Source: an optimization exercise on an open RTL-to-GDS flow (aim: small area, a short achievable clock period and few clock cycles). Production flows keep margins and buffers that such runs may drop. Power figures rest on the tool's default switching activity, not on a simulated workload.

## job 257
Design frame_codec, start of the top module:
module frame_codec (
    input  wire        clk,
    input  wire        rst,           
    input  wire        enc_start,
    input  wire        enc_abort,
    input  wire        enc_ext,
    input  wire        enc_dir,       
    input  wire [7:0]  enc_nt,
    input  wire [7:0]  enc_id,
    input  wire [7:0]  enc_attr,
    input  wire [7:0]  enc_opcode,
    input  wire [15:0] enc_pl_len,
    output wire [15:0] pl_addr,       
    input  wire [7:0]  pl_rdata,
    output wire        tx_valid,      
    output wire [7:0]  tx_data,
    input  wire        tx_ready,
    output wire [1:0]  enc_st,
    output wire [1:0]  enc_err,
    output wire [2:0]  enc_cause,
    output wire [15:0] enc_check,
    input  wire        dec_start,
    input  wire        dec_abort,
    input  wire        dec_dir,
    input  wire        rx_valid,      
    input  wire [7:0]  rx_data,
    output wire        rx_ready,
    output wire        dpl_we,        
    output wire [15:0] dpl_waddr,
    output wire [7:0]  dpl_wdata,
    output wire [1:0]  dec_st,
    output wire [1:0]  dec_err,
    output wire [2:0]  dec_cause,
    output reg  [7:0]  dec_nt,
    output reg         dec_ext,
    output reg  [7:0]  dec_id,
    output reg  [7:0]  dec_attr,
    output reg  [7:0]  dec_opcode,
    output wire [15:0] dec_pl_len,
    output wire [15:0] dec_check
);
export LEC_CHECK = 0
export CAP_MARGIN = 20
export CORE_MARGIN = 2
export CORE_UTILIZATION = 40
export SETUP_SLACK_MARGIN = 3.5
export SLEW_MARGIN = 20
create_clock -name core_clock -period 6.0 [get_ports {clk}]
standard.sh (not shown) runs the stock make flow with config.mk's settings and CLKGATE_MAP_FILE= SYNTH_SCRIPT=/design/flow/synth_recipe.tcl, a recipe that flattens the netlist after the stock synthesis.
==> flow/flow/run.sh <==
#!/bin/bash
# The standard layout, with every port buffered by a plain buffer (buf_1) instead of the
# delay buffer buffer_ports picks by default; repair upsizes it where timing needs.
set -euo pipefail
export BUFFER_PORTS_ARGS="-buffer_cell sky130_fd_sc_hd__buf_1"
bash standard.sh finish > standard.log 2>&1
Edits applied to the flow inputs when going from job 257 to job 2318:
- swapping 3.5 for 3.8 in SETUP_SLACK_MARGIN
## What came out
- On fmax: job 2318 sits below job 257.
- Relative to job 257, the overall power of the completed layout of job 2318 is higher by 120 uW.
- Job 2318 against job 257; number of buffers created by CTS is down by a few percent.
- Of the two values seen for biggest cell category by area in the final layout, sequential cells was produced by job 257 and multi-input gates by job 2318.
- Looking at share of the cycle needed by the critical path after routing, job 2318 sits above job 257.
- Compared with job 257, placement density in the core of job 2318 is higher.
- In the flow results for job 2318 and job 257, the number of diodes added for antenna fixing is larger on job 2318.
- Compared with job 257, in job 2318 part of the Yosys area used for sequential elements level, relative max-transition margin moved up, setup slack moved down.
> inputs changed (job 2318 -> job 3363)
- SETUP_SLACK_MARGIN now 3, was 3.8
==> comparison <==
Between job 2318 and job 3363, wire length of the first global-routing pass is higher for job 2318, job 3363 comes in under that.
The number of instances in the placed design on job 3363 is in line with that on job 2318.
Clock-buffer cell count (job 3363 over job 2318): decrease, about 6%
Area occupied by multi-input gates, job 3363 vs job 2318: down by more than 10%
Wire length sits lower in job 3363 than in job 2318.
Taking job 2318 as the reference, in job 3363 overall power of the completed layout decreased by about 5% relative to the old numbers, post-placement worst setup slack decreased by 0.075 ns relative to the old numbers, final cell count without fillers decreased by 189 relative to the old numbers.
Against job 2318, job 3363 reports a diode insertion count for antenna repair that is lower.
Compared with job 2318, job 3363 shows filler cell count higher by 410.
Number of signal-net buffers in the layout: job 2318 and job 3363 compared, lower one is job 3363
No functional check of the RTL was part of any run of this note.


Setup of lane 1:
Another version of the RTL of frame_codec (not shown whole).
For scale: about 230 flip-flops, about 12,000 sq um of cells after synthesis.
Settings: LEC_CHECK=0, CAP_MARGIN=20, CORE_MARGIN=2, CORE_UTILIZATION=55, CTS_CLUSTER_DIAMETER=100, CTS_CLUSTER_SIZE=20, SETUP_SLACK_MARGIN=3.6, SLEW_MARGIN=20; clock period 6.0 ns.
Scripts as last shown in full above: flow/flow/run.sh
Lane 1 ended with every stage complete and zero timing, DRC or antenna violations.
Setup changes, lane 1 to lane 2
# lane 1
export LEC_CHECK = 0
export CAP_MARGIN = 20
export CORE_MARGIN = 2
export CORE_UTILIZATION = 55
export CTS_CLUSTER_DIAMETER = 100
export CTS_CLUSTER_SIZE = 20
export SETUP_SLACK_MARGIN = 3.6
export SLEW_MARGIN = 20
create_clock -name core_clock -period 6.0 [get_ports {clk}]
# lane 2
export LEC_CHECK = 0
export CAP_MARGIN = 20
export CORE_MARGIN = 2
export CORE_UTILIZATION = 55
export CTS_CLUSTER_DIAMETER = 100
export CTS_CLUSTER_SIZE = 20
export SETUP_SLACK_MARGIN = 3.5
export SLEW_MARGIN = 20
create_clock -name core_clock -period 6.0 [get_ports {clk}]
Notes after the runs:
The end-of-flow core utilization of lane 2 falls short of that of lane 1 by 1.6 points. Power consumption, lane 2 vs lane 1: down by a few percent. Worst hold-check slack ended up 5.6 ps higher on lane 2 than on lane 1. On post-route clock skew: between lane 2 and lane 1, it ends up higher for lane 2. Re post-route fraction of the period consumed by the critical path: lane 2 is 0.73 points down on lane 1. Between lane 2 and lane 1, the routed wire length is higher for lane 1. As of lane 2, number of nets in the final layout had fallen slightly compared to lane 1. Overall via count from detail_route shrinks slightly when moving from lane 1 to lane 2. Between lane 1 and lane 2, the flow reports power density of the placed cells increasing slightly. As far as count of mapped cells out of synthesis goes, lane 2 and lane 1 are indistinguishable; the numbers are identical.
No run of this note included a check of the RTL's function; only the layout flow was run.

==> separate check: timing with driven ports <==
No port has a modelled driver above. Below, the same layouts with a new extraction and two added sets of constraints.
Step 1 sets driving cells, clkbuf_16 on the clock port and buf_2 on the other inputs (assumed; they add their load-dependent delay and slew).
Step 2 moves the port delays by t, midway between the first and last clock arrival at a register: inputs arrive t later, outputs are due t later. That takes back most of the time a late clock gives input paths.
Slacks: ideal / step 1 / step 2; pairs: ideal / step 1.
| run | t (ns) | setup WS [ns] | hold WS [ns] | pins driven straight from the clock port |
|---|---|---|---|---|
| job 257 | 0.573 | 3.342 / 3.342 / 2.948 | 0.473 / 0.473 / 0.473 | 1 |
| job 2318 | 0.567 | 3.274 / 3.274 / 2.941 | 0.455 / 0.455 / 0.455 | 1 |
| job 3363 | 0.582 | 3.177 / 3.177 / 2.633 | 0.456 / 0.456 / 0.456 | 1 |
| lane 1 | 0.529 | 3.495 / 3.525 / 2.996 | 0.461 / 0.461 / 0.461 | 1 |
| lane 2 | 0.537 | 3.539 / 3.528 / 3.012 | 0.466 / 0.466 / 0.466 | 1 |
After both steps setup and hold are still met in every run listed. For job 3363, which loses most, drivers alone change the setup slack by 0.000 ns; drivers and shift together by -0.544 ns.
